From an optimization exercise on the open Yosys and OpenROAD flow, aimed at small area and a short achievable clock period; shortcuts taken in it are not production practice.
Function was checked by simulation only, so behaviour that the tests miss may differ from the original.
Power figures rest on the tool's default switching activity, not on a simulated workload.

File: design/flow/run.sh
#!/bin/bash
# synth_recipe.tcl (not shown) runs the flow's synth.tcl, then flattens the netlist and writes it again
# the make line also repeats each setting of config.mk as NAME=value (left out here)
make -C /OpenROAD-flow-scripts/flow DESIGN_CONFIG=/design/flow/config.mk WORK_HOME=/design/flow/orfs CLKGATE_MAP_FILE= SYNTH_SCRIPT=/design/flow/synth_recipe.tcl finish
File: design/flow/config.mk
export PLATFORM = sky130hd
export DESIGN_NAME = frame_codec
export DESIGN_NICKNAME = frame_codec
export VERILOG_FILES = /design/flow/design.v
export SDC_FILE = /design/flow/constraint.sdc
export NUM_CORES = 4
export LEC_CHECK = 0
export CAP_MARGIN = 20
export CORE_MARGIN = 2
export CORE_UTILIZATION = 40
export SLEW_MARGIN = 20
File: design/flow/constraint.sdc
create_clock -name core_clock -period 5.0 [get_ports {clk}]
set_input_delay 1.0000 -clock core_clock [delete_from_list [all_inputs] [get_ports {clk}]]
set_output_delay 1.0000 -clock core_clock [all_outputs]
set_load 0.01 [all_outputs]
File: design/flow/design.v
module frame_codec (
    input  wire        clk,
    input  wire        rst,           
    input  wire        cmd_valid,
    input  wire [7:0]  cmd_op,
    input  wire [7:0]  cmd_arg,       
    input  wire [63:0] cmd_value,     
    output reg         resp_valid,
    output wire [7:0]  resp_status,
    output wire [63:0] resp_data,
    output reg         pay_valid,
    output reg  [7:0]  pay_byte,
    output wire [15:0] frm_version,
    output wire [15:0] frm_flags,
    output wire [63:0] frm_sequence,
    output wire [63:0] frm_reserved
);
    localparam [1:0] S_HEADER  = 2'd0;
    localparam [1:0] S_PAYLOAD = 2'd1;
    localparam [1:0] S_RESYNC  = 2'd2;
    localparam [1:0] S_CLOSED  = 2'd3;
    function [31:0] crc_t;
        input [7:0] d;
        integer k;
        reg [31:0] a;
        begin
            a = {24'd0, d};
            for (k = 0; k < 8; k = k + 1)
                a = a[0] ? ((a >> 1) ^ 32'hEDB88320) : (a >> 1);
            crc_t = a;
        end
    endfunction
    function [31:0] crc_zeros;
        input [31:0] x;
        input integer n;
        integer k;
        reg [31:0] a;
        begin
            a = x;
            for (k = 0; k < 8 * n; k = k + 1)
                a = a[0] ? ((a >> 1) ^ 32'hEDB88320) : (a >> 1);
            crc_zeros = a;
        end
    endfunction
    reg [31:0] cfg_magic;
    reg [15:0] cfg_ver;
    reg [12:0] cfg_max;           
    reg [31:0] crc_acc;
    reg [1:0]  st;
    reg        chk;               
    reg [12:0] cnt;               
    reg        err_nz;            
    reg [1:0]  err_lo;
    reg [31:0] rx_crc;            
    reg [31:0] h_magic;
    reg [15:0] h_ver;
    reg [15:0] h_flags;
    reg [63:0] h_seq;
    reg [12:0] h_size;
    reg        h_big;             
    reg [63:0] h_resv;
    reg [31:0] h_crc;
    reg [3:0]  rs;                
    reg        rd_acc, rd_inv, rd_magic, rd_ver, rd_max, rd_cap, rd_st, rd_rem, rd_size;
    wire [7:0] b = cmd_arg;
    wire take = cmd_valid & ~rst;
    wire op_crc_init  = (cmd_op == 8'h01);
    wire op_crc_byte  = (cmd_op == 8'h02);
    wire op_crc_read  = (cmd_op == 8'h04);
    wire op_rx_start  = (cmd_op == 8'h30);
    wire op_rx_byte   = (cmd_op == 8'h31);
    wire op_rx_eos    = (cmd_op == 8'h32);
    wire op_cfg_read  = (cmd_op == 8'h40);
    wire op_cfg_write = (cmd_op == 8'h41);
    wire crc_ok = ((rx_crc ^ 32'hFFFFFFFF) == h_crc);
    wire bad    = chk & ~crc_ok;
    wire [1:0] st_eff = bad ? S_RESYNC : st;
    wire in_hdr = (st == S_HEADER);
    wire in_pay = (st == S_PAYLOAD);
    wire in_rsy = (st == S_RESYNC);
    wire in_cls = (st == S_CLOSED);
    wire [5:0] c6 = cnt[5:0];
    wire fresh   = (cnt == 13'd0);
    wire zero_b  = in_hdr & (c6[5] == 1'b1);            
    wire last35  = in_hdr & (c6 == 6'd35);
    wire rsy3    = in_rsy & (c6 == 6'd3);
    wire pay_end = (cnt == 13'd1);
    wire magic_bad = (h_magic != cfg_magic);
    wire ver_bad   = (h_ver > cfg_ver);
    wire size_bad  = h_big | (h_size > cfg_max);
    wire size_zero = (h_size == 13'd0);
    wire win_match = ({b, h_magic[23:0]} == cfg_magic);
    wire [31:0] rx_base = fresh ? 32'hFFFFFFFF : rx_crc;
    wire [7:0]  d_rx  = rx_base[7:0] ^ (zero_b ? 8'h00 : b);
    wire [7:0]  d_acc = crc_acc[7:0] ^ b;
    wire [31:0] t_out = crc_t(cmd_op[0] ? d_rx : d_acc);
    wire [31:0] rx_step  = {8'h00, rx_base[31:8]} ^ t_out;
    wire [31:0] acc_step = {8'h00, crc_acc[31:8]} ^ t_out;
    wire [31:0] drop_w0 = crc_zeros({24'd0, h_magic[7:0]}, 4) ^
                          crc_zeros(32'hFFFFFFFF, 4) ^ crc_zeros(32'hFFFFFFFF, 3);
    wire        rsy_drop = rsy3 & ~win_match;
    wire [31:0] rx_next  = rx_step ^ (rsy_drop ? drop_w0 : 32'd0);
    wire v_big = (|cmd_value[63:13]) | (cmd_value[12] & (|cmd_value[11:0]));
    wire [12:0] v_max = v_big ? 13'd4096 : cmd_value[12:0];
    wire r_cfg_ok = (cmd_arg[7:2] == 6'd0);                   
    wire r_rd_ok  = r_cfg_ok | (cmd_arg == 8'h04) | (cmd_arg == 8'h10) | (cmd_arg == 8'h11);
    always @(posedge clk) begin
        chk <= 1'b0;
        if (bad) begin
            st     <= S_RESYNC;
            err_nz <= 1'b1;
            err_lo <= 2'd3;
        end
        resp_valid <= take;
        pay_valid  <= take & op_rx_byte & in_pay;
        pay_byte   <= b;
        rd_acc  <= op_crc_read | (op_cfg_read & cmd_arg == 8'h03);
        rd_inv  <= op_crc_read;
        rd_magic <= op_cfg_read & (cmd_arg == 8'h00);
        rd_ver  <= op_cfg_read & (cmd_arg == 8'h01);
        rd_max  <= op_cfg_read & (cmd_arg == 8'h02);
        rd_cap  <= op_cfg_read & (cmd_arg == 8'h04);
        rd_st   <= op_cfg_read & (cmd_arg == 8'h10);
        rd_rem  <= op_cfg_read & (cmd_arg == 8'h11);
        rd_size <= 1'b0;
        rs <= 4'b1100;
        if (take) begin
            if (op_crc_init) begin
                crc_acc <= 32'hFFFFFFFF;
                rs <= 4'b0000;
            end
            if (op_crc_byte) begin
                crc_acc <= acc_step;
                rs <= 4'b0000;
            end
            if (op_crc_read)
                rs <= 4'b0000;
            if (op_cfg_read)
                rs <= r_rd_ok ? 4'b0000 : 4'b1100;
            if (op_cfg_write) begin
                rs <= r_cfg_ok ? 4'b0000 : 4'b1100;
                if (cmd_arg == 8'h00) cfg_magic <= cmd_value[31:0];
                if (cmd_arg == 8'h01) cfg_ver   <= cmd_value[15:0];
                if (cmd_arg == 8'h02) cfg_max   <= v_max;
                if (cmd_arg == 8'h03) crc_acc   <= cmd_value[31:0];
            end
            if (op_rx_start) begin
                st     <= S_HEADER;
                cnt    <= 13'd0;
                err_nz <= 1'b0;
                err_lo <= 2'd0;
                rs     <= 4'b0000;
            end
            if (op_rx_eos) begin
                st  <= S_CLOSED;
                cnt <= 13'd0;
                rs  <= 4'b1000;
            end
            if (op_rx_byte) begin
                if (!in_cls)
                    rx_crc <= rx_next;
                if (in_cls) begin
                    rs <= 4'b1000;                        
                end else if (in_pay) begin
                    if (pay_end) begin
                        cnt     <= 13'd0;
                        st      <= S_HEADER;
                        chk     <= 1'b1;
                        rs      <= 4'b0011;               
                        rd_size <= 1'b1;
                    end else begin
                        cnt <= cnt - 13'd1;
                        rs  <= 4'b0001;                   
                    end
                end else begin
                    rs <= 4'b0001;                        
                    if (in_hdr || c6 != 6'd3) begin
                        case (c6)
                            6'd0:  h_magic[7:0]   <= b;
                            6'd1:  h_magic[15:8]  <= b;
                            6'd2:  h_magic[23:16] <= b;
                            6'd3:  h_magic[31:24] <= b;
                            6'd4:  h_ver[7:0]     <= b;
                            6'd5:  h_ver[15:8]    <= b;
                            6'd6:  h_flags[7:0]   <= b;
                            6'd7:  h_flags[15:8]  <= b;
                            6'd8:  h_seq[7:0]     <= b;
                            6'd9:  h_seq[15:8]    <= b;
                            6'd10: h_seq[23:16]   <= b;
                            6'd11: h_seq[31:24]   <= b;
                            6'd12: h_seq[39:32]   <= b;
                            6'd13: h_seq[47:40]   <= b;
                            6'd14: h_seq[55:48]   <= b;
                            6'd15: h_seq[63:56]   <= b;
                            6'd16: h_size[7:0]    <= b;
                            6'd17: begin
                                h_size[12:8] <= b[4:0];
                                h_big        <= |b[7:5];
                            end
                            6'd18, 6'd19, 6'd20, 6'd21, 6'd22, 6'd23:
                                h_big <= h_big | (|b);
                            6'd24: h_resv[7:0]    <= b;
                            6'd25: h_resv[15:8]   <= b;
                            6'd26: h_resv[23:16]  <= b;
                            6'd27: h_resv[31:24]  <= b;
                            6'd28: h_resv[39:32]  <= b;
                            6'd29: h_resv[47:40]  <= b;
                            6'd30: h_resv[55:48]  <= b;
                            6'd31: h_resv[63:56]  <= b;
                            6'd32: h_crc[7:0]     <= b;
                            6'd33: h_crc[15:8]    <= b;
                            6'd34: h_crc[23:16]   <= b;
                            6'd35: h_crc[31:24]   <= b;
                            default: ;
                        endcase
                    end
                    if (rsy3) begin
                        if (win_match) begin
                            h_magic[31:24] <= b;
                            cnt <= 13'd4;
                            st  <= S_HEADER;
                        end else begin
                            h_magic[23:0] <= {b, h_magic[23:8]};
                        end
                    end else if (last35) begin
                        cnt <= 13'd0;
                        if (magic_bad) begin
                            st <= S_RESYNC; err_nz <= 1'b1; err_lo <= 2'd0; rs <= 4'b0100;
                        end else if (ver_bad) begin
                            st <= S_RESYNC; err_nz <= 1'b1; err_lo <= 2'd1; rs <= 4'b0101;
                        end else if (size_bad) begin
                            st <= S_RESYNC; err_nz <= 1'b1; err_lo <= 2'd2; rs <= 4'b0110;
                        end else if (!size_zero) begin
                            cnt     <= h_size;
                            st      <= S_PAYLOAD;
                            rs      <= 4'b0010;           
                            rd_size <= 1'b1;
                        end else begin
                            st      <= S_HEADER;
                            chk     <= 1'b1;
                            rs      <= 4'b0011;           
                            rd_size <= 1'b1;
                        end
                    end else begin
                        cnt <= cnt + 13'd1;
                    end
                end
            end
        end
        if (rst) begin
            cfg_magic  <= 32'h44535746;
            cfg_ver    <= 16'd1;
            cfg_max    <= 13'd4096;
            crc_acc    <= 32'hFFFFFFFF;
            st         <= S_HEADER;
            chk        <= 1'b0;
            cnt        <= 13'd0;
            err_nz     <= 1'b0;
            err_lo     <= 2'd0;
            resp_valid <= 1'b0;
            pay_valid  <= 1'b0;
        end
    end
    assign resp_status = {2'b00, rs[3], rs[2] | bad, 2'b00, rs[1], rs[0]};
    wire [5:0]  hdr_count = in_pay ? 6'd36 : c6;
    wire [21:0] status_view = {hdr_count, 3'b000, err_nz, 2'b00, err_lo, 6'd0, st};
    assign resp_data[63:32] = 32'd0;
    assign resp_data[31:0] =
          ({32{rd_acc}}   & (crc_acc ^ {32{rd_inv}}))
        | ({32{rd_magic}} & cfg_magic)
        | ({32{rd_ver}}   & {16'd0, cfg_ver})
        | ({32{rd_max}}   & {19'd0, cfg_max})
        | ({32{rd_cap}}   & 32'd4096)
        | ({32{rd_st}}    & {10'd0, status_view})
        | ({32{rd_rem & in_pay}} & {19'd0, cnt})
        | ({32{rd_size}}  & {19'd0, h_size});
    assign frm_version  = h_ver;
    assign frm_flags    = h_flags;
    assign frm_sequence = h_seq;
    assign frm_reserved = h_resv;
endmodule
==> metrics.yaml, run 1 <==
run_status:
  outcome: "timing/DRC/antenna clean"
grt:
  grt_pass1_wl_mm: 106
  grt-ovfl-total: 0
  antenna_found_initial: 0
  grt_usage_pct: 27.0
  grt_max_degree: 102
  first_global_vias: 15800
yosys:
  async_flop_share_pct: 0
  synth_cell_types: 88
  synth_flop_cell: "edfxtp_1"
  syn_avg_cell_area_um2: 10.7
  ys_seq_area_share_pct: 53.0
  synth_edf_count: 270
  ys_ff_latch: 405
  synth_area_um2: 20400
  yosys_warnings: 1
  yosys.area.top_type: "edfxtp_1"
  syn_inst: 1904
  synth_top_cell_area_share_pct: 39.7
  synth_area_leaders: "edfxtp_1 40%, dfxtp_1 13%, xnor2_1 5.9%"
critical_path:
  crit_chain: "inv_1 > ha_1 > or3b_1 > nor4_4 > buf_4 > o32ai_2 > a21oi_4 > xnor2_4 > xor2_2 > xnor2_1 > a21oi_1 > a2111o_1"
  path_buf_inv: 2
  cp_top_family: "simple AND/OR/NAND/NOR gates"
  reg2reg_depth: 12
  cpPeakStageDelay_ns: 0.58
  arrival_ns: 4.88
  required_ns: 5.45
  slowest_stage: "nor4_4"
  crit_path_start: "cnt[0]"
  r2r_slack_ns: 0.57
  crit_end: "crc_acc[26]"
  start_kind: "flip-flop"
  cp-end-kind: "flip-flop"
  worstSetupPathType: "flip-flop to flip-flop"
  crit_fanout: 26
  r2r_end: "crc_acc[26]"
  r2r_start: "cnt[0]"
  path_depth: 12
timing:
  min_period_ns: 4.43
  final_hold_viol_count: 0
  finalSetupTns_ns: 0
  slew_viol_final: 0
  fmax_mhz: 226
  final-setup-viol-count: 0
  rsz0062_at_grt: "no"
  worst_slew_pin_slew_ns: 1.06
  skew_ns: 0.0220
  slew-limit-headroom_pct: 29.5
  worst_hold_slack_ns: 0.474
  finalCritPeriodShare_pct: 88.6
route:
  drtIter0Drc: 1649
  via_count: 16300
  wirelength_mm: 72.9
  detail-route-antenna-nets: 0
  wl_per_cell_um: 25.1
  viasPerCell: 5.61
  drc: 0
  first_pass_iters: 8
floorplan:
  num_rows: 82
  start_util_pct: 40.6
  fp.dieW_um: 230
  fp.dieH_um: 230
  ios: 325
  die_area_um2: 52800
  core_area_um2: 50300
power:
  vdd_ir_drop_max_uv: 195
  p_clk_share_pct: 42.7
  p_sw_mw: 1.79
  seq_power_share_pct: 48.9
  p_per_area_nw_per_um2: 290
  power.total_mw: 7.38
  internal-power_mw: 5.59
  p_leak_nw: 8.83
  p_comb_share_pct: 8.5
  switching_share_pct: 24.3
final_layout:
  final_common_cell: "clkdlybuf4s50_1"
  fin_nets: 2319
  drive_gt1_share_pct: 9.97
  fillerInstances: 4531
  utilization_pct: 50.7
  layout_common_cells: "279 x clkdlybuf4s50_1, 270 x edfxtp_1, 198 x nand2_1, 154 x nor2_1, 138 x xnor2_1"
  area_growth_syn_to_layout_pct: 24.9
place:
  gp_congestion: 0.968
  dp.final_hpwl_mm: 54.3
  port_buffers: 288
clocking:
  cts_buffers: 44
  clock_latency_ns: 0.58
  cts.clk_slew.worst_paths_ns: 0.07
  clockBufferDepth: 3
  post_cts_resized: 0
  cts.sinks: 405
  cts_tree: "done"
  cts_root_buffer: "clkbuf_16"
  post_cts_buffers: 0
  ctsHoldBuffers: 0
  htreeDepth: 2
min_path:
  hp-class: "flip-flop to flip-flop"
flow_run:
  cap_viol_max_count: 0
==> state kept, by name, indices dropped and copies added (netlist names), 2 cells and up <==
name	count
pay_byte	8
crc_acc	32
h_flags	16
h_seq	64
h_crc	32
h_resv	64
cfg_max	13
h_ver	16
cnt	13
h_magic	32
err_lo	2
rs	4
st	2
h_size	13
cfg_magic	32
rx_crc	32
cfg_ver	16
==> worst register-to-register path, cell delays in order, from the launching register on <==
cell	delay, ns
dfxtp_1	0.42
inv_1	0.23
ha_1	0.22
or3b_1	0.55
nor4_4	0.58
buf_4	0.41
o32ai_2	0.17
a21oi_4	0.37
xnor2_4	0.27
xor2_2	0.36
xnor2_1	0.28
a21oi_1	0.14
a2111o_1	0.31
==> power by group through the flow <==
| stage | Combinational, mW | Clock, mW | Sequential, mW |
|---|---|---|---|
| after floorplan | 0.358 | 0 | 3.67 |
| after CTS | 0.620 | 3.21 | 3.60 |
| after global placement | 0.616 | 0 | 3.68 |
| after detailed placement | 0.617 | 0 | 3.68 |
| after global routing | 0.663 | 3.31 | 3.60 |
| final | 0.623 | 3.15 | 3.60 |
==> stage by stage <==
stage / worst slack, ns / area, um2 / std cells
after detailed placement: 0.566 / 24100 / 2828
final: 0.571 / 25500 / 2909
after global placement: 0.558 / 24100 / 2828
after floorplan: 0.643 / 20500 / 1939
after global routing: 0.351 / 25500 / 2908
after CTS: 0.600 / 25500 / 2908
==> cell usage after synthesis (7+ instances only) <==
| cell type | number |
|---|---|
| nand3b_1 | 15 |
| o21a_1 | 8 |
| mux2i_1 | 18 |
| xnor2_1 | 138 |
| nand2b_1 | 12 |
| nor2b_1 | 8 |
| a31oi_1 | 12 |
| a221o_1 | 9 |
| o22a_1 | 13 |
| dfxtp_1 | 135 |
| o21ai_0 | 38 |
| or2_2 | 20 |
| nor3_1 | 22 |
| nor4_1 | 30 |
| mux2_2 | 15 |
| clkbuf_1 | 91 |
| nand4_1 | 32 |
| and2_1 | 8 |
| nand2_1 | 199 |
| and3_1 | 28 |
| xor2_1 | 132 |
| nor2_1 | 155 |
| ha_1 | 34 |
| o22ai_1 | 18 |
| buf_1 | 12 |
| or3_1 | 8 |
| a21oi_1 | 121 |
| inv_1 | 46 |
| a22oi_1 | 30 |
| edfxtp_1 | 270 |
| a222oi_1 | 7 |
| o221ai_1 | 13 |
| nand3_1 | 47 |
| buf_4 | 40 |
| a22o_1 | 12 |
==> final cells by class <==
type / count / area (um2) / area share (%)
well taps: 672 / 841 / 3.30
repair buffers: 366 / 3440 / 13.5
multi-input cells: 1338 / 8840 / 34.7
diodes: 1 / 2.50 / 0.00982
flip-flops and latches: 405 / 10800 / 42.4
clock inverters: 29 / 230 / 0.904
inverters: 47 / 176 / 0.693
clock buffers: 51 / 1140 / 4.46
==> per-layer routing <==
layer	global-route usage, %	vias up	routed length (um)	share of wire [%]
met5	0	-	0	0
met4	11.5	0	3250	4.5
met3	4.86	166	5520	7.6
met2	43.0	835	33300	46
met1	36.1	7954	30800	42
li1	-	7377	-	-
==> kinds of logic (layout without fill, tap and decap cells) <==
| family | after synthesis | count (layout) | synth area share (%) |
|---|---|---|---|
| AO/OA/AOI/OAI | 347 | 347 | 11.7 |
| XOR/XNOR | 279 | 279 | 12.6 |
| adder cells (fa/ha/maj) | 34 | 34 | 2.09 |
| buffers and inverters | 196 | 493 | 4.44 |
| flip-flops | 405 | 405 | 53.0 |
| multiplexers | 33 | 33 | 1.71 |
| other | 1 | 37 | 0.0184 |
| AND/OR/NAND/NOR | 609 | 609 | 14.4 |
==> worst min-delay path by stage <==
| stage | start | endpoint | cells past startpoint |
|---|---|---|---|
| finish | cfg_ver[15] | cfg_ver[15] | 2 |
| CTS | cfg_max[11] | cfg_max[11] | 2 |
| global placement | cfg_max[11] | cfg_max[11] | 2 |
| global route | cfg_ver[14] | cfg_ver[14] | 2 |
| detailed placement | cfg_max[11] | cfg_max[11] | 2 |
| floorplan | cfg_max[1] | cfg_max[1] | 2 |
==> inputs of run 2 (changes only) <==
--- a/design/flow/design.v
+++ b/design/flow/design.v
@@ -51,2 +51,3 @@
     reg [12:0] cnt;               
+    reg        fresh;             
     reg        err_nz;            
@@ -82,3 +83,2 @@
     wire [5:0] c6 = cnt[5:0];
-    wire fresh   = (cnt == 13'd0);
     wire zero_b  = in_hdr & (c6[5] == 1'b1);            
@@ -87,3 +87,5 @@
     wire pay_end = (cnt == 13'd1);
-    wire magic_bad = (h_magic != cfg_magic);
+    wire [12:0] cnt_dec = cnt - 13'd1;
+    wire magic_lo_eq = (h_magic[23:0] == cfg_magic[23:0]);
+    wire magic_bad = ~magic_lo_eq | (h_magic[31:24] != cfg_magic[31:24]);
     wire ver_bad   = (h_ver > cfg_ver);
@@ -91,13 +93,10 @@
     wire size_zero = (h_size == 13'd0);
-    wire win_match = ({b, h_magic[23:0]} == cfg_magic);
-    wire [31:0] rx_base = fresh ? 32'hFFFFFFFF : rx_crc;
-    wire [7:0]  d_rx  = rx_base[7:0] ^ (zero_b ? 8'h00 : b);
-    wire [7:0]  d_acc = crc_acc[7:0] ^ b;
-    wire [31:0] t_out = crc_t(cmd_op[0] ? d_rx : d_acc);
-    wire [31:0] rx_step  = {8'h00, rx_base[31:8]} ^ t_out;
-    wire [31:0] acc_step = {8'h00, crc_acc[31:8]} ^ t_out;
-    wire [31:0] drop_w0 = crc_zeros({24'd0, h_magic[7:0]}, 4) ^
-                          crc_zeros(32'hFFFFFFFF, 4) ^ crc_zeros(32'hFFFFFFFF, 3);
+    wire win_match = magic_lo_eq & (b == cfg_magic[31:24]);
+    wire [31:0] rx_base = rx_crc | {32{fresh}};
+    wire [31:0] rx_step  = {8'h00, rx_base[31:8]} ^ crc_t(rx_base[7:0] ^ (zero_b ? 8'h00 : b));
+    wire [31:0] acc_step = {8'h00, crc_acc[31:8]} ^ crc_t(crc_acc[7:0] ^ b);
     wire        rsy_drop = rsy3 & ~win_match;
-    wire [31:0] rx_next  = rx_step ^ (rsy_drop ? drop_w0 : 32'd0);
+    wire [31:0] drop_w0  = crc_zeros({24'd0, h_magic[7:0]}, 4) ^
+                           crc_zeros(32'hFFFFFFFF, 4) ^ crc_zeros(32'hFFFFFFFF, 3);
+    wire [31:0] rx_next  = rx_step ^ (drop_w0 & {32{rsy_drop}});
     wire v_big = (|cmd_value[63:13]) | (cmd_value[12] & (|cmd_value[11:0]));
@@ -106,2 +105,50 @@
     wire r_rd_ok  = r_cfg_ok | (cmd_arg == 8'h04) | (cmd_arg == 8'h10) | (cmd_arg == 8'h11);
+    wire cap = in_hdr | (in_rsy & (c6[5:2] == 4'd0) & (c6 != 6'd3));
+    always @(posedge clk) begin
+        if (cap) begin
+            case (c6)
+                6'd0:  h_magic[7:0]   <= b;
+                6'd1:  h_magic[15:8]  <= b;
+                6'd2:  h_magic[23:16] <= b;
+                6'd3:  h_magic[31:24] <= b;
+                6'd4:  h_ver[7:0]     <= b;
+                6'd5:  h_ver[15:8]    <= b;
+                6'd6:  h_flags[7:0]   <= b;
+                6'd7:  h_flags[15:8]  <= b;
+                6'd8:  h_seq[7:0]     <= b;
+                6'd9:  h_seq[15:8]    <= b;
+                6'd10: h_seq[23:16]   <= b;
+                6'd11: h_seq[31:24]   <= b;
+                6'd12: h_seq[39:32]   <= b;
+                6'd13: h_seq[47:40]   <= b;
+                6'd14: h_seq[55:48]   <= b;
+                6'd15: h_seq[63:56]   <= b;
+                6'd16: h_size[7:0]    <= b;
+                6'd17: h_size[12:8]   <= b[4:0];
+                6'd24: h_resv[7:0]    <= b;
+                6'd25: h_resv[15:8]   <= b;
+                6'd26: h_resv[23:16]  <= b;
+                6'd27: h_resv[31:24]  <= b;
+                6'd28: h_resv[39:32]  <= b;
+                6'd29: h_resv[47:40]  <= b;
+                6'd30: h_resv[55:48]  <= b;
+                6'd31: h_resv[63:56]  <= b;
+                6'd32: h_crc[7:0]     <= b;
+                6'd33: h_crc[15:8]    <= b;
+                6'd34: h_crc[23:16]   <= b;
+                6'd35: h_crc[31:24]   <= b;
+                default: ;
+            endcase
+        end
+        if (in_hdr && c6 == 6'd17)
+            h_big <= |b[7:5];
+        if (take && op_rx_byte && in_hdr && c6 >= 6'd18 && c6 <= 6'd23)
+            h_big <= h_big | (|b);
+        if (take && op_rx_byte && rsy3) begin
+            if (win_match)
+                h_magic[31:24] <= b;
+            else
+                h_magic[23:0] <= {b, h_magic[23:8]};
+        end
+    end
     always @(posedge clk) begin
@@ -149,2 +196,3 @@
                 cnt    <= 13'd0;
+                fresh  <= 1'b1;
                 err_nz <= 1'b0;
@@ -156,2 +204,3 @@
                 cnt <= 13'd0;
+                fresh <= 1'b1;
                 rs  <= 4'b1000;
@@ -166,2 +215,3 @@
                         cnt     <= 13'd0;
+                        fresh   <= 1'b1;
                         st      <= S_HEADER;
@@ -171,3 +221,4 @@
                     end else begin
-                        cnt <= cnt - 13'd1;
+                        cnt <= cnt_dec;
+                        fresh <= 1'b0;
                         rs  <= 4'b0001;                   
@@ -176,49 +227,7 @@
                     rs <= 4'b0001;                        
-                    if (in_hdr || c6 != 6'd3) begin
-                        case (c6)
-                            6'd0:  h_magic[7:0]   <= b;
-                            6'd1:  h_magic[15:8]  <= b;
-                            6'd2:  h_magic[23:16] <= b;
-                            6'd3:  h_magic[31:24] <= b;
-                            6'd4:  h_ver[7:0]     <= b;
-                            6'd5:  h_ver[15:8]    <= b;
-                            6'd6:  h_flags[7:0]   <= b;
-                            6'd7:  h_flags[15:8]  <= b;
-                            6'd8:  h_seq[7:0]     <= b;
-                            6'd9:  h_seq[15:8]    <= b;
-                            6'd10: h_seq[23:16]   <= b;
-                            6'd11: h_seq[31:24]   <= b;
-                            6'd12: h_seq[39:32]   <= b;
-                            6'd13: h_seq[47:40]   <= b;
-                            6'd14: h_seq[55:48]   <= b;
-                            6'd15: h_seq[63:56]   <= b;
-                            6'd16: h_size[7:0]    <= b;
-                            6'd17: begin
-                                h_size[12:8] <= b[4:0];
-                                h_big        <= |b[7:5];
-                            end
-                            6'd18, 6'd19, 6'd20, 6'd21, 6'd22, 6'd23:
-                                h_big <= h_big | (|b);
-                            6'd24: h_resv[7:0]    <= b;
-                            6'd25: h_resv[15:8]   <= b;
-                            6'd26: h_resv[23:16]  <= b;
-                            6'd27: h_resv[31:24]  <= b;
-                            6'd28: h_resv[39:32]  <= b;
-                            6'd29: h_resv[47:40]  <= b;
-                            6'd30: h_resv[55:48]  <= b;
-                            6'd31: h_resv[63:56]  <= b;
-                            6'd32: h_crc[7:0]     <= b;
-                            6'd33: h_crc[15:8]    <= b;
-                            6'd34: h_crc[23:16]   <= b;
-                            6'd35: h_crc[31:24]   <= b;
-                            default: ;
-                        endcase
-                    end
                     if (rsy3) begin
                         if (win_match) begin
-                            h_magic[31:24] <= b;
                             cnt <= 13'd4;
+                            fresh <= 1'b0;
                             st  <= S_HEADER;
-                        end else begin
-                            h_magic[23:0] <= {b, h_magic[23:8]};
                         end
@@ -226,2 +235,3 @@
                         cnt <= 13'd0;
+                        fresh <= 1'b1;
                         if (magic_bad) begin
@@ -234,2 +244,3 @@
                             cnt     <= h_size;
+                            fresh   <= 1'b0;
                             st      <= S_PAYLOAD;
@@ -244,3 +255,4 @@
                     end else begin
-                        cnt <= cnt + 13'd1;
+                        cnt <= {7'd0, c6 + 6'd1};
+                        fresh <= 1'b0;
                     end
@@ -257,2 +269,3 @@
             cnt        <= 13'd0;
+            fresh      <= 1'b1;
             err_nz     <= 1'b0;
--- a/design/flow/config.mk
+++ b/design/flow/config.mk
@@ -10,2 +10,4 @@
 export CORE_UTILIZATION = 40
+export CTS_BUF_LIST = sky130_fd_sc_hd__clkbuf_4 sky130_fd_sc_hd__clkbuf_8
+export SETUP_SLACK_MARGIN = 2.0
 export SLEW_MARGIN = 20
==> metrics.yaml, run 2 <==
run_status:
  outcome: "timing/DRC/antenna clean"
timing:
  finalSetupTns_ns: 0
  final-setup-viol-count: 0
  slew_viol_final: 0
  min_period_ns: 3.40
  worst_hold_slack_ns: 0.465
  slew-limit-headroom_pct: 37.1
  fmax_mhz: 294
  skew_ns: 0.0372
  rsz0062_at_grt: "yes"
  setup_slack_ns: 1.60
  finalCritPeriodShare_pct: 68.0
  final_hold_viol_count: 0
  worst_slew_pin_slew_ns: 0.938
grt:
  grt-ovfl-total: 0
  grt_pass1_wl_mm: 106
  grt_use_met3_pct: 5.31
  use_met1_pct: 36.8
  first_global_vias: 16000
  grt_busiest_layer: "met2"
  grt_max_degree: 72
  grt_usage_pct: 26.8
  met2_usage_pct: 42.6
  antenna_found_initial: 1
min_path:
  hp-class: "flip-flop to flip-flop"
  min_from: "h_magic[22]"
critical_path:
  worstSetupPathType: "flip-flop to output port"
  start_kind: "flip-flop"
  required_ns: 4.00
  crit_fanout: 2
  crit_path_start: "rx_crc[14]"
  r2r_start: "h_ver[11]"
  cp-end-kind: "output port"
  arrival_ns: 2.40
floorplan:
  fp.dieW_um: 229
  fp.dieH_um: 229
  ios: 325
  core_area_um2: 50000
  num_rows: 82
  die_area_um2: 52300
  start_util_pct: 40.4
yosys:
  syn_inst: 1911
  synth_edf_count: 238
  yosys_warnings: 1
  synthMostInstantiatedCell: "edfxtp_1"
  async_flop_share_pct: 0
  syn_avg_cell_area_um2: 10.6
  yosys.area.top_type: "edfxtp_1"
  synth_common_cells: "238 x edfxtp_1, 235 x nand2_1, 196 x xnor2_1"
  ys_ff_latch: 406
  synth_area_um2: 20200
  synth_top_cell_area_share_pct: 35.4
  synth_flop_cell: "edfxtp_1"
  ys_seq_area_share_pct: 52.1
  synth_area_leaders: "edfxtp_1 35%, dfxtp_1 17%, xnor2_1 8.5%"
  synth_cell_types: 80
clocking:
  cts.sinks: 406
  ctsHoldBuffers: 0
  cts_tree: "done"
  htreeDepth: 3
  clockBufferDepth: 3
  cts.clk_slew.worst_paths_ns: 0.06
  cts_root_buffer: "clkbuf_8"
  clock_latency_ns: 0.67
  cts_buffers: 72
final_layout:
  reg_top3: "h_resv x64, h_seq x64"
  antenna_cells: 0
  utilization_pct: 52.2
  layout_common_cells: "244 x clkdlybuf4s50_1, 238 x edfxtp_1, 231 x nand2_1, 192 x xnor2_1, 152 x dfxtp_1"
  final_common_cell: "clkdlybuf4s50_1"
  instances_no_fill: 2982
  fin_nets: 2373
  design_area_um2: 26100
  area_growth_syn_to_layout_pct: 29.1
  drive_gt1_share_pct: 16.8
place:
  port_buffers: 288
  placed_cells: 2799
  placed_cell_area_um2: 23700
  pre_cts_slack_ns: 0.979
  dp.final_hpwl_mm: 49.8
  gp_congestion: 0.932
power:
  p_per_area_nw_per_um2: 324
  power.total_mw: 8.43
  vdd_ir_drop_max_uv: 166
  p_leak_nw: 9.26
route:
  first_pass_iters: 6
  drc: 0
  wl_per_cell_um: 24.1
  viasPerCell: 5.57
  detail-route-antenna-nets: 0
  via_count: 16600
  wirelength_mm: 71.8
  drtIter0Drc: 1810
flow_run:
  cap_viol_max_count: 0
-- run 2: changes by cell type in the layout (fill, tap and decap cells not counted), moves of 35 or more --
cell	change
clkbuf_8	+82
xnor2_1	+54
a21oi_1	-50
clkbuf_16	-43
nor2_1	-38
clkdlybuf4s50_1	-35
-- run 2: critical path, stage by stage, from the launching register on --
cell,delay (ns)
edfxtp_1,0.44
xor2_1,0.19
nand4_1,0.18
nor4_4,0.44
a21boi_4,0.09
or2_4,0.26
buf_6,0.12
-- run 2: where the power goes --
group,internal (mW),total [mW],switching [mW]
clock,1.81,3.28,1.47
combinational,0.630,1.36,0.733
sequential,3.64,3.79,0.148
-- run 2: repair_timing --
action                     in CTS  in global routing
setup buffers                  36                 13
resized for setup             167                 74
setup endpoints to repair     169                117
cloned                          2                  4
pin swaps                      37                 26
-- run 2: layer usage --
layer,wire [um],share of wire [%]
met5,0,0
met4,2340,3.3
met3,6020,8.4
met2,33200,46
met1,30200,42
-- run 2: final cells by class --
cell class | count | area [um2]
Inverter | 48 | 188
Timing Repair inverter | 1 | 7.51
Timing Repair Buffer | 382 | 3590
Sequential cell | 406 | 10500
Clock buffer | 100 | 1270
Fill cell | 4479 | 23900
Tap cell | 672 | 841
Clock inverter | 28 | 245
Multi-Input combinational cell | 1345 | 9370
-- run 2: cells by family after synthesis --
family / count (synthesis) / share of synthesized area [%]
other: 1 / 0.0186
muxes: 29 / 1.54
adders and majority gates: 34 / 2.11
buffers and inverters: 198 / 4.69
DFF: 406 / 52.1
and+or+nand+nor: 596 / 13.9
AOI/OAI and AO/OA: 318 / 10.8
xor gates and xnor gates: 329 / 14.8
-- run 2: path summary, 6_finish.rpt --
path,to,slack [ns],depth (start not counted)
worst max-delay path,resp_status[4],1.60,6
worst min-delay path,h_magic[14],0.47,2
worst min register to register,h_magic[14],0.47,2
worst max register to register,cnt[2],2.05,9
==> inputs of run 3 (changes only) <==
--- a/design/flow/config.mk
+++ b/design/flow/config.mk
@@ -10,4 +10,2 @@
 export CORE_UTILIZATION = 40
-export CTS_BUF_LIST = sky130_fd_sc_hd__clkbuf_4 sky130_fd_sc_hd__clkbuf_8
-export SETUP_SLACK_MARGIN = 2.0
 export SLEW_MARGIN = 20
==> metrics.yaml, run 3 <==
timing:
  final_hold_viol_count: 0
  finalCritPeriodShare_pct: 85.1
  slew_viol_final: 0
  final-setup-viol-count: 0
  skew_ns: 0.0323
  worst_slew_pin_slew_ns: 1.09
  rsz0062_at_grt: "no"
  slew-limit-headroom_pct: 27.4
  fmax_mhz: 235
  min_period_ns: 4.26
  finalSetupTns_ns: 0
clocking:
  htreeDepth: 2
  clock_latency_ns: 0.60
  cts_root_buffer: "clkbuf_16"
  cts_tree: "done"
  clockBufferDepth: 3
  cts_buffers: 45
  cts.clk_slew.worst_paths_ns: 0.07
  post_cts_resized: 0
  cts.sinks: 406
  ctsHoldBuffers: 0
  post_cts_buffers: 0
route:
  wl_met3_mm: 5.30
  via_count: 15800
  drc: 0
  first_pass_iters: 6
  wl_per_cell_um: 23.8
  wl_met1_mm: 29.4
  detail-route-antenna-nets: 0
  highest_layer: "met4"
  drtIter0Drc: 1514
  viasPerCell: 5.49
  route.met2.wl_mm: 31.8
  wirelength_mm: 68.5
critical_path:
  r2r_end: "rx_crc[21]"
  crit_fanout: 14
  reg2reg_depth: 7
  worstSetupPathType: "flip-flop to output port"
  start_kind: "flip-flop"
  arrival_ns: 3.26
  r2r_start: "st[1]"
  cp-end-kind: "output port"
  r2r_slack_ns: 1.47
  required_ns: 4.00
flow_run:
  cap_viol_max_count: 0
place:
  port_buffers: 288
  placed_cells: 2792
  gp_congestion: 0.924
  dp.final_hpwl_mm: 49.1
grt:
  grt-ovfl-total: 0
  grt_pass1_wl_mm: 102
  grt_usage_pct: 25.8
  first_global_vias: 15400
  antenna_found_initial: 1
  grt_max_degree: 71
yosys:
  synth_cell_types: 80
  ys_ff_latch: 406
  synth_area_um2: 20200
  ys_seq_area_share_pct: 52.1
  synth_edf_count: 238
  async_flop_share_pct: 0
  synth_flop_cell: "edfxtp_1"
  yosys.area.top_type: "edfxtp_1"
  synthMostInstantiatedCell: "edfxtp_1"
  syn_avg_cell_area_um2: 10.6
  yosys_warnings: 1
  syn_inst: 1911
  synth_area_leaders: "edfxtp_1 35%, dfxtp_1 17%, xnor2_1 8.5%"
  synth_top_cell_area_share_pct: 35.4
  synth_common_cells: "238 x edfxtp_1, 235 x nand2_1, 196 x xnor2_1"
floorplan:
  fp.dieH_um: 229
  ios: 325
  die_area_um2: 52300
  num_rows: 82
  fp.dieW_um: 229
  core_area_um2: 50000
  start_util_pct: 40.4
min_path:
  min_from: "h_magic[20]"
  hp-class: "flip-flop to flip-flop"
  holdPathEnd: "h_magic[12]"
  hold_path_depth: 2
power:
  p_leak_nw: 8.69
  vdd_ir_drop_max_uv: 282
  p_per_area_nw_per_um2: 345
final_layout:
  instances_no_fill: 2875
  fillerInstances: 4556
  reg_top3: "h_resv x64, h_seq x64"
  drive_gt1_share_pct: 7.58
  fin_nets: 2284
  layout_common_cells: "278 x clkdlybuf4s50_1, 238 x edfxtp_1, 235 x nand2_1, 196 x xnor2_1, 167 x dfxtp_1"
  area_growth_syn_to_layout_pct: 24.3
  final_common_cell: "clkdlybuf4s50_1"
run_status:
  outcome: "timing/DRC/antenna clean"
-- run 3: cell counts after synthesis --
No cell type changed its count.
-- run 3: worst max-delay path, stage by stage (launching register included) --
cell and delay [ns]:
dfxtp_1 0.52, nor2b_1 0.66, and2_1 0.53, a22oi_1 0.18
nand3_1 0.19, clkdlybuf4s50_1 0.57
-- run 3: cells by family after synthesis --
| kind of cell | synth area share, % |
|---|---|
| AND/OR/NAND/NOR | 13.9 |
| flip-flops | 52.1 |
| XOR/XNOR | 14.8 |
| AO/OA/AOI/OAI | 10.8 |
| buffers and inverters | 4.69 |
| adder cells (fa/ha/maj) | 2.11 |
| multiplexers | 1.54 |
| other | 0.0186 |
-- run 3: worst max-delay path by stage --
| stage | to | slack, ns | start |
|---|---|---|---|
| floorplan | crc_acc[16] | 1.73 | cmd_arg[3] |
| global placement | crc_acc[8] | 0.30 | cmd_op[1] |
| detailed placement | crc_acc[8] | 0.73 | cmd_op[1] |
| CTS | resp_status[4] | 0.65 | rx_crc[15] |
| global route | resp_status[4] | 0.54 | rx_crc[15] |
| finish | resp_data[1] | 0.74 | st[1] |
-- run 3: cell type report --
type	count	area, um2	share of cell area [%]
Multi-Input combinational cell	1342	8870	35.3
Timing Repair Buffer	324	3100	12.4
Sequential cell	406	10500	41.9
Inverter	48	180	0.718
Tap cell	672	841	3.35
Clock buffer	57	1220	4.87
Clock inverter	25	360	1.44
Antenna cell	1	2.50	0.00998
-- run 3: per-layer routing --
metal / track usage [%] / vias to the layer above
met5: 0 / -
met4: 8.33 / 0
met3: 4.47 / 108
met2: 41.4 / 740
met1: 35.4 / 7687
li1: - / 7255
-- run 3: stage by stage --
stage / instance area, um2 / util, % / total power [mW] / hold WS (ns) / setup slack (ns)
after CTS: 25100 / 50.2 / 8.71 / 0.468 / 0.654
final: 25100 / 50.2 / 8.66 / 0.476 / 0.744
after detailed placement: 23500 / 47.0 / 5.18 / 0.472 / 0.728
after global routing: 25100 / 50.2 / 8.96 / 0.503 / 0.540
after floorplan: 20300 / - / 4.81 / 0.444 / 1.73
after global placement: 23500 / 47.0 / 5.16 / 0.467 / 0.297
-- run 3: power by group --
part	internal, mW	leakage (nW)	switching (mW)
combinational	0.613	4.41	0.715
clock	2.08	0.766	1.46
sequential	3.64	3.51	0.145

## afterwards: timing with drivers on the ports
The flow's constraints put no driver on any port. The routed layouts listed below were extracted and timed again, unchanged, in two steps. Step 1 (the two cells are an assumption about what drives the block):
set clk [get_ports {clk}]
set_driving_cell -lib_cell sky130_fd_sc_hd__clkbuf_16 $clk
set_driving_cell -lib_cell sky130_fd_sc_hd__buf_2 [delete_from_list [all_inputs] $clk]
Step 2 times the ports against the registers' clock, not the clock port: input delays grow and output delays shrink by t, the midpoint of the rising clock arrivals with the driver on. Three values: ideal, step 1, step 2; two values: the first two.
| run | t (ns) | setup WS [ns] | clock arrival spread, ns | slew at the worst register clock pin (ns) | cell pins on the clock port's net |
|---|---|---|---|---|---|
| run 1 | 0.628 | 0.571 / 0.571 / 0.363 | 0.022 / 0.022 | 0.07 / 0.07 | 1 |
| run 2 | 0.710 | 1.598 / 1.543 / 1.284 | 0.038 / 0.038 | 0.07 / 0.07 | 1 |
| run 3 | 0.645 | 0.744 / 0.685 / 0.667 | 0.033 / 0.032 | 0.07 / 0.07 | 1 |
After both steps every run listed still meets setup and hold. For run 2, which loses most, drivers alone change the setup slack by -0.055 ns; drivers and shift together by -0.314 ns.
